Source: an optimization exercise on an open RTL-to-GDS flow (aim: small area). Production flows keep margins and buffers that such runs may drop.
The RTL was checked by simulation tests, not by an equivalence proof against the original design.
Power figures rest on the tool's default switching activity, not on a simulated workload.

File: flow/run.sh
#!/bin/bash
# synth_recipe.tcl (not shown) runs the flow's synth.tcl, then flattens the netlist and writes it again
# the make line also repeats each setting of config.mk as NAME=value (left out here)
make -C /OpenROAD-flow-scripts/flow DESIGN_CONFIG=/design/flow/config.mk WORK_HOME=/design/flow/orfs CLKGATE_MAP_FILE= SYNTH_SCRIPT=/design/flow/synth_recipe.tcl finish
File: flow/config.mk
export PLATFORM = sky130hd
export DESIGN_NAME = esp_frame_rx
export DESIGN_NICKNAME = esp_frame_rx
export VERILOG_FILES = /design/flow/design.v
export SDC_FILE = /design/flow/constraint.sdc
export NUM_CORES = 4
export LEC_CHECK = 0
export CAP_MARGIN = 20
export CORE_MARGIN = 2
export CORE_UTILIZATION = 40
export PLACE_DENSITY = 0.6
export SLEW_MARGIN = 20
export SYNTH_HIERARCHICAL = 1
export SYNTH_MINIMUM_KEEP_SIZE = 0
File: flow/constraint.sdc
create_clock -name core_clock -period 12.0 [get_ports {clk}]
set_input_delay 2.4000 -clock core_clock [delete_from_list [all_inputs] [get_ports {clk}]]
set_output_delay 2.4000 -clock core_clock [all_outputs]
set_load 0.01 [all_outputs]
File: flow/design.v
module esp_frame_rx (
    input  wire        clk,
    input  wire        rst,
    input  wire        cmd_valid,
    output wire        cmd_ready,
    input  wire [7:0]  cmd_op,
    input  wire [15:0] cmd_n,
    output reg         rsp_valid,
    output reg  [2:0]  rsp_tag,
    output wire [3:0]  rsp_code,
    output reg  [8:0]  rsp_a,
    output reg  [7:0]  rsp_b,
    input  wire [6:0]  rd_idx,
    output wire [7:0]  rd_data,
    output wire        src_rd,
    input  wire [1:0]  src_stat,
    input  wire [7:0]  src_data
);
    localparam [7:0] DS = 8'hA5;
    localparam [7:0] DE = 8'h5A;
    localparam [7:0] OP_BUFFER = 8'h01;
    localparam [7:0] OP_PEEK   = 8'h02;
    localparam [7:0] OP_SLICE  = 8'h03;
    localparam [7:0] OP_DRAIN  = 8'h04;
    localparam [7:0] OP_RECV   = 8'h12;
    localparam [2:0] T_READY  = 3'd0;
    localparam [2:0] T_WBLOCK = 3'd1;
    localparam [2:0] T_ERR    = 3'd2;
    localparam [2:0] T_FAULT  = 3'd3;
    localparam [2:0] T_REFUSE = 3'd4;
    localparam [1:0] C_EARLY_END   = 2'd0;
    localparam [1:0] C_CRC         = 2'd1;
    localparam [1:0] C_MISSING_END = 2'd2;
    localparam [1:0] C_TRANSPORT   = 2'd3;
    localparam [2:0] S_IDLE  = 3'd0;
    localparam [2:0] S_BUF   = 3'd1;    
    localparam [2:0] S_PEEK  = 3'd2;    
    localparam [2:0] S_SCAN  = 3'd3;    
    localparam [2:0] S_LEN   = 3'd4;    
    localparam [2:0] S_BODY  = 3'd5;    
    localparam [2:0] S_END   = 3'd6;    
    reg  [1023:0] ring;
    wire [7:0]    tap = ring[1023:1016];
    reg [6:0] ptr;        
    reg [7:0] count;
    reg [6:0] roff;       
    reg       faulted;
    reg [2:0] state;
    reg [1:0] rsp_code_lo;
    reg [7:0] crc;
    reg [6:0] jpos;       
    reg       jfound;
    assign rsp_code = {2'b01, rsp_code_lo};
    function [7:0] crc8_byte;
        input [7:0] c_in;
        input [7:0] b;
        integer k;
        reg [7:0] c;
        begin
            c = c_in ^ b;
            for (k = 0; k < 8; k = k + 1)
                c = c[0] ? ((c >> 1) ^ 8'h8C) : (c >> 1);
            crc8_byte = c;
        end
    endfunction
    wire idle = (state == S_IDLE);
    wire take = cmd_valid && idle;
    assign cmd_ready = idle;
    wire head_at_tap = (ptr == 7'd0);
    wire tail_at_tap = (ptr == count[6:0]);
    assign src_rd = !rst && (state == S_BUF) && !count[7] && tail_at_tap;
    rx_rdport u_rd (.addr(roff + rd_idx), .ring(ring), .q(rd_data));
    always @(posedge clk)
        ring <= {ring[1015:0], src_rd ? src_data : tap};
    wire [6:0] flen = rsp_a[6:0];    
    wire       at_cb = (ptr == flen + 7'd2);
    always @(posedge clk) begin
        ptr  <= ptr + 7'd1;
        roff <= roff - 7'd1;
        rsp_valid <= 1'b0;
        if (rst) begin
            state   <= S_IDLE;
            ptr     <= 7'd0;
            count   <= 8'd0;
            faulted <= 1'b0;
        end else begin
            case (state)
            S_IDLE: if (take) begin
                if (cmd_op != OP_BUFFER && cmd_op != OP_PEEK && cmd_op != OP_SLICE &&
                    cmd_op != OP_DRAIN && cmd_op != OP_RECV) begin
                    rsp_valid <= 1'b1;
                    rsp_tag   <= T_REFUSE;
                end else if (faulted) begin
                    rsp_valid <= 1'b1;
                    rsp_tag   <= T_FAULT;
                end else begin
                    case (cmd_op)
                    OP_BUFFER: state <= S_BUF;
                    OP_PEEK: begin
                        if (count == 8'd0) begin
                            rsp_valid <= 1'b1;
                            rsp_tag   <= T_READY;
                            rsp_a     <= 9'd0;
                        end else
                            state <= S_PEEK;
                    end
                    OP_SLICE: begin
                        roff      <= ~ptr;
                        rsp_valid <= 1'b1;
                        rsp_tag   <= T_READY;
                        rsp_a     <= {1'b0, count};
                    end
                    OP_DRAIN: begin
                        rsp_valid <= 1'b1;
                        if (cmd_n > {8'd0, count}) begin
                            faulted <= 1'b1;
                            rsp_tag <= T_FAULT;
                        end else begin
                            rsp_tag <= T_READY;
                            ptr     <= ptr + 7'd1 - cmd_n[6:0];
                            count   <= count - cmd_n[7:0];
                        end
                    end
                    default: state <= S_SCAN;    
                    endcase
                end
            end
            S_BUF: begin
                if (count[7]) begin
                    rsp_valid <= 1'b1;
                    rsp_tag   <= T_READY;
                    state     <= S_IDLE;
                end else if (tail_at_tap) begin
                    if (src_stat[1]) begin
                        rsp_valid   <= 1'b1;
                        rsp_tag     <= T_ERR;
                        rsp_code_lo <= C_TRANSPORT;
                        rsp_a       <= {1'b0, src_data};
                        state       <= S_IDLE;
                    end else if (src_stat[0]) begin
                        count <= count + 8'd1;
                    end else begin
                        rsp_valid <= 1'b1;
                        rsp_tag   <= T_READY;
                        state     <= S_IDLE;
                    end
                end
            end
            S_PEEK: if (head_at_tap) begin
                rsp_valid <= 1'b1;
                rsp_tag   <= T_READY;
                rsp_a     <= {1'b1, tap};
                state     <= S_IDLE;
            end
            S_SCAN: begin
                if (count == 8'd0) begin
                    rsp_valid <= 1'b1;
                    rsp_tag   <= T_WBLOCK;
                    state     <= S_IDLE;
                end else if (head_at_tap) begin
                    if (tap == DS) begin
                        state <= S_LEN;
                    end else begin
                        ptr   <= ptr;
                        count <= count - 8'd1;
                    end
                end
            end
            S_LEN: begin
                if ({1'b0, count} < {1'b0, tap} + 9'd4) begin
                    rsp_valid <= 1'b1;
                    rsp_tag   <= T_WBLOCK;
                    state     <= S_IDLE;
                end else begin
                    rsp_a  <= {1'b0, tap};
                    crc    <= crc8_byte(8'd0, tap);
                    jfound <= (tap == DE);
                    jpos   <= ptr;
                    state  <= S_BODY;
                end
            end
            S_BODY: begin
                if (at_cb) begin
                    rsp_b <= tap;
                    state <= S_END;
                end else
                    crc <= crc8_byte(crc, tap);
                if (tap == DE) begin
                    jfound <= 1'b1;
                    jpos   <= ptr;
                end
            end
            S_END: begin
                rsp_valid <= 1'b1;
                state     <= S_IDLE;
                if (tap != DE && jfound) begin
                    ptr         <= ptr;
                    count       <= count - 8'd1;
                    rsp_tag     <= T_ERR;
                    rsp_code_lo <= C_EARLY_END;
                    rsp_a       <= {2'b00, jpos};
                    rsp_b       <= {1'b0, ptr};
                end else if (crc != rsp_b) begin
                    roff        <= ~ptr;
                    ptr         <= ptr;
                    count       <= count - 8'd1;
                    rsp_tag     <= T_ERR;
                    rsp_code_lo <= C_CRC;
                    rsp_a       <= {1'b0, crc};
                end else if (tap != DE) begin
                    ptr         <= ptr;
                    count       <= count - 8'd1;
                    rsp_tag     <= T_ERR;
                    rsp_code_lo <= C_MISSING_END;
                    rsp_a       <= {2'b00, ptr};
                    rsp_b       <= tap;
                end else begin
                    roff    <= ~ptr + 7'd2;
                    ptr     <= 7'd0;
                    count   <= count - {1'b0, ptr} - 8'd1;
                    rsp_tag <= T_READY;
                end
            end
            default: state <= S_IDLE;
            endcase
        end
    end
endmodule
module rx_rdport (
    input  wire [6:0]    addr,
    input  wire [1023:0] ring,
    output wire [7:0]    q
);
    wire [127:0] sel;
    rx_dec128 u_dec (.a(addr), .sel(sel));
    genvar b, i;
    generate
        for (b = 0; b < 8; b = b + 1) begin : gbit
            wire [127:0] d;
            for (i = 0; i < 128; i = i + 1) begin : gbyte
                assign d[i] = ring[8*(127 - i) + b];
            end
            rx_sel128 u_sel (.sel(sel), .d(d), .q(q[b]));
        end
    endgenerate
endmodule
module rx_dec128 (
    input  wire [6:0]   a,
    output wire [127:0] sel
);
    assign sel = 128'd1 << a;
endmodule
module rx_sel128 (
    input  wire [127:0] sel,
    input  wire [127:0] d,
    output wire         q
);
    wire [42:0] t;
    genvar g;
    generate
        for (g = 0; g < 42; g = g + 1) begin : grp
            rx_aoi222 u_g (.a0(sel[3*g]),   .b0(d[3*g]),
                           .a1(sel[3*g+1]), .b1(d[3*g+1]),
                           .a2(sel[3*g+2]), .b2(d[3*g+2]), .y(t[g]));
        end
    endgenerate
    rx_aoi22 u_last (.a0(sel[126]), .b0(d[126]), .a1(sel[127]), .b1(d[127]), .y(t[42]));
    rx_nand43 u_or (.x(t), .y(q));
endmodule
module rx_aoi222 (
    input  wire a0, b0, a1, b1, a2, b2,
    output wire y
);
    assign y = ~((a0 & b0) | (a1 & b1) | (a2 & b2));
endmodule
module rx_aoi22 (
    input  wire a0, b0, a1, b1,
    output wire y
);
    assign y = ~((a0 & b0) | (a1 & b1));
endmodule
module rx_nand43 (
    input  wire [42:0] x,
    output wire        y
);
    assign y = ~&x;
endmodule
==> summary.txt <==
-- per-module statistics from Yosys, one instance, submodules excluded, excerpt --
module        cells  times used
rx_aoi22          1           8
rx_dec128       182           1
esp_frame_rx   1821           1
rx_nand43        15           8
rx_aoi222         1         336
-- where the power goes --
| part | total (mW) | switching (mW) | internal [mW] | leakage [nW] |
|---|---|---|---|---|
| clock | 3.38 | 1.39 | 1.99 | 1.78 |
| sequential | 3.79 | 0.0761 | 3.71 | 8.83 |
| combinational | 1.22 | 0.838 | 0.384 | 3.23 |
-- worst max path at each step --
stage,end,from
after floorplan,rd_data[0],rd_idx[0]
after global placement,rd_data[5],rd_idx[0]
after detailed placement,rd_data[5],rd_idx[0]
after CTS,rd_data[5],rd_idx[0]
after global routing,rd_data[5],rd_idx[0]
final,rd_data[7],rd_idx[0]
-- sequential cells by signal, summed over array words and instances (netlist names) --
| register | flops |
|---|---|
| ring | 1024 |
| rsp_a | 9 |
| count | 8 |
| crc | 8 |
| rsp_b | 8 |
| jpos | 7 |
| ptr | 7 |
| roff | 7 |
| rsp_tag | 3 |
| state | 3 |
| rsp_code_lo | 2 |
| faulted | 1 |
| jfound | 1 |
| rsp_valid | 1 |
-- critical path, stage by stage --
cell             delay [ps]
clkdlybuf4s50_1         470
ha_1                    160
inv_1                    60
fa_1                    400
xnor2_1                 490
or3_1                   960
nor2_1                  440
a222oi_1                410
nand4_1                 270
nor4_1                  910
nand3_1                 240
clkdlybuf4s50_1         550
-- routing by layer --
| metal | global-route usage [%] | wire length [um] | share of wire [%] |
|---|---|---|---|
| met1 | 30.9 | 41100 | 45 |
| met3 | 3.62 | 7130 | 7.8 |
| met2 | 33.3 | 40800 | 45 |
| met5 | 0 | 0 | 0 |
| met4 | 6.55 | 2360 | 2.6 |
-- cell families (layout without fill, tap and decap cells) --
logic type / count (synthesis) / in the layout / share of synthesized area (%)
fa+ha+maj: 57 / 57 / 2.31
flops: 1089 / 1089 / 68.8
other cells: 2 / 2 / 0.0233
mux: 10 / 10 / 0.342
xor+xnor: 88 / 88 / 2.39
simple gates: 528 / 528 / 8.74
compound gates: 573 / 573 / 15.7
buf+inv: 120 / 326 / 1.70
-- final cells by class --
cell class,count,area (um^2),area share (%)
well taps,1060,1330,3.52
repair buffers,93,888,2.36
flip-flops and latches,1089,22200,58.8
inverters,44,165,0.438
multi-input cells,1258,9510,25.2
clock buffers,146,2990,7.93
clock inverters,43,633,1.68
-- cells in the final DEF, fill, tap and decap left out, types with 6 or more instances in the layout --
cell type | synthesis | layout
a21o_1 | 12 | 12
buf_4 | 4 | 17
o21ai_1 | 6 | 6
clkbuf_1 | 43 | 19
xor2_1 | 28 | 28
nand4_1 | 92 | 92
o22ai_1 | 7 | 7
nand3_1 | 49 | 49
nand2b_1 | 9 | 9
nand3b_1 | 6 | 6
o211ai_1 | 18 | 18
nor4_1 | 21 | 21
nor3_1 | 20 | 20
clkinv_2 | 0 | 20
a22oi_1 | 8 | 8
mux2_2 | 6 | 6
clkdlybuf4s50_1 | 0 | 76
a211oi_1 | 11 | 11
a222oi_1 | 337 | 337
a22oi_2 | 8 | 8
nor2b_1 | 9 | 9
nand4bb_1 | 6 | 6
nor2_2 | 16 | 16
dfxtp_1 | 1051 | 1051
bufinv_16 | 0 | 11
nand2_1 | 63 | 63
ha_1 | 53 | 53
xnor2_1 | 60 | 60
nor2_1 | 178 | 178
clkbuf_8 | 0 | 23
o21ai_0 | 45 | 45
edfxtp_1 | 38 | 38
a21oi_1 | 45 | 45
and3_1 | 11 | 11
inv_1 | 41 | 41
a221oi_1 | 12 | 12
clkbuf_16 | 0 | 104
-- per-stage QoR --
step | power, mW | hold WS (ps) | area (um^2) | setup slack, ps | util (%)
floorplan | 4.55 | 330 | 32200 | 4250 | -
global placement | 5.05 | 331 | 34100 | 1830 | 42.5
detailed placement | 5.06 | 335 | 34100 | 1850 | 42.5
CTS | 8.42 | 323 | 37700 | 1850 | 47.0
global route | 8.67 | 334 | 37700 | 1660 | 47.0
finish | 8.39 | 325 | 37700 | 1810 | 47.0
==> flow_metrics.tcl <==
set metrics [dict create \
    io_pins 79 \
    synth-edff-count 38 \
    async_flop_share_pct 0 \
    drc 0 \
    setup_tns_ps 0 \
    grt_max_degree 38 \
    yosysMostFrequentCell "dfxtp_1" \
    syn_area_um2 32200 \
    cts_setup_buffers 0 \
    area_delta_synth_final_pct 16.9 \
    first_pass_iters 10 \
    synth_nets 2568 \
    start_kind "primary input" \
    ys_types 91 \
    synthCells 2467 \
    hold_end "ring[829]" \
    fmax_mhz 98.1 \
    rsz0062_at_grt "false" \
    ys_seq_area_share_pct 68.8 \
    skew_ps 33.2 \
    clock_latency_ps 670 \
    fin_cells 3733 \
    relSlewSlack_pct 24.2 \
    cts.sink_count 1089 \
    via_per_inst 5.95 \
    clkTransAtPathRegs_ps 60 \
    ant_nets 0 \
    grt_pass1_vias 21800 \
    required_ps 9600 \
    avgSynthCellArea_um2 13.1 \
    nets 2689 \
    post-route-period-util_pct 84.9 \
    die_x_um 288 \
    avgRoutedWirePerCell_um 24.5 \
    r2r_end "rsp_b[2]" \
    cts_inserted_buffers 102 \
    dieArea_um2 82900 \
    rows 104 \
    dp_hpwl_um 65500 \
    hold_viol 0 \
    grtUsageTotal_pct 21.6 \
    min_path_cells 0 \
    cts_resized 0 \
    worstHoldStart "ring[821]" \
    synth_area_leaders "dfxtp_1 (65%), a222oi_1 (10%), edfxtp_1 (3.5%)" \
    antennaDiodeCount 0 \
    overflow 0 \
    wirelength_um 91400 \
    tritoncts "yes" \
    cp.arrival_ps 7790 \
    min_period_ps 10190 \
    rrSetupSlack_ps 8540 \
    synth-main-ff-cell "dfxtp_1" \
    synth_top_area_cell "dfxtp_1" \
    dpl.cell_count 3544 \
    reg2regPathDepth 3 \
    cts_hold_buf 0 \
    drv_slew 0 \
    routed-via-count 22200 \
    setup_violations 0 \
    power_leakage_nw 13.8 \
    root_buffer "clkbuf_16" \
    r2r-start "state[1]" \
    cap_violations 0 \
    initial_core_util_pct 40.2 \
    die_y_um 288 \
    antenna_found_initial 0 \
    yosys-top-cells-count "dfxtp_1 (1,051), a222oi_1 (337), nor2_1 (178)" \
    yosysWarnings 7 \
    drive_gt1_share_pct 9.09 \
    numPortBuffers 76 \
    critPathKind "primary input to output pin" \
    outcome "finished clean" \
    gp_congestion 0.946 \
    p_per_area_nw_per_um2 223 \
    peakVddDrop_mv 0.179 \
    synth_top_area_share_pct 65.3 \
    hold_path.class "flip-flop to flip-flop" \
    endpoint_kind "output pin" \
    htree_levels 3 \
    grt_pass1_wl_um 136000 \
    n_fill_cell 7086 \
    ctsLongestPathBuffers 3 \
    ys_ff_latch 1089 \
    dr.first_iter.drc_count 3448 \
    core-area_um2 80200 \
    tightest_slew_ps 1140 \
    cp_max_fo 16 \
]

## separate check: timing with driven ports
The flow's constraints put no driver on any port. The routed layout listed below was extracted and timed again, unchanged, in two steps. Step 1 sets driving cells, clkbuf_16 on the clock port and buf_2 on the other inputs (assumed; they add their load-dependent delay and slew). Step 2 moves the port delays by t, midway between the first and last clock arrival at a register: inputs arrive t later, outputs are due t later. That takes back most of the time a late clock gives input paths. Slacks: ideal / step 1 / step 2; pairs: ideal / step 1.
t (ns): 0.721
slack for setup (ns): 1.807 / 1.769 / 1.769
clock arrival spread, ns: 0.042 / 0.042
slew at the worst register clock pin (ns): 0.07 / 0.07
pins driven straight from the clock port: 1
After both steps this run still meets setup and hold. For this run, drivers alone change the setup slack by -0.038 ns; drivers and shift together by -0.038 ns.
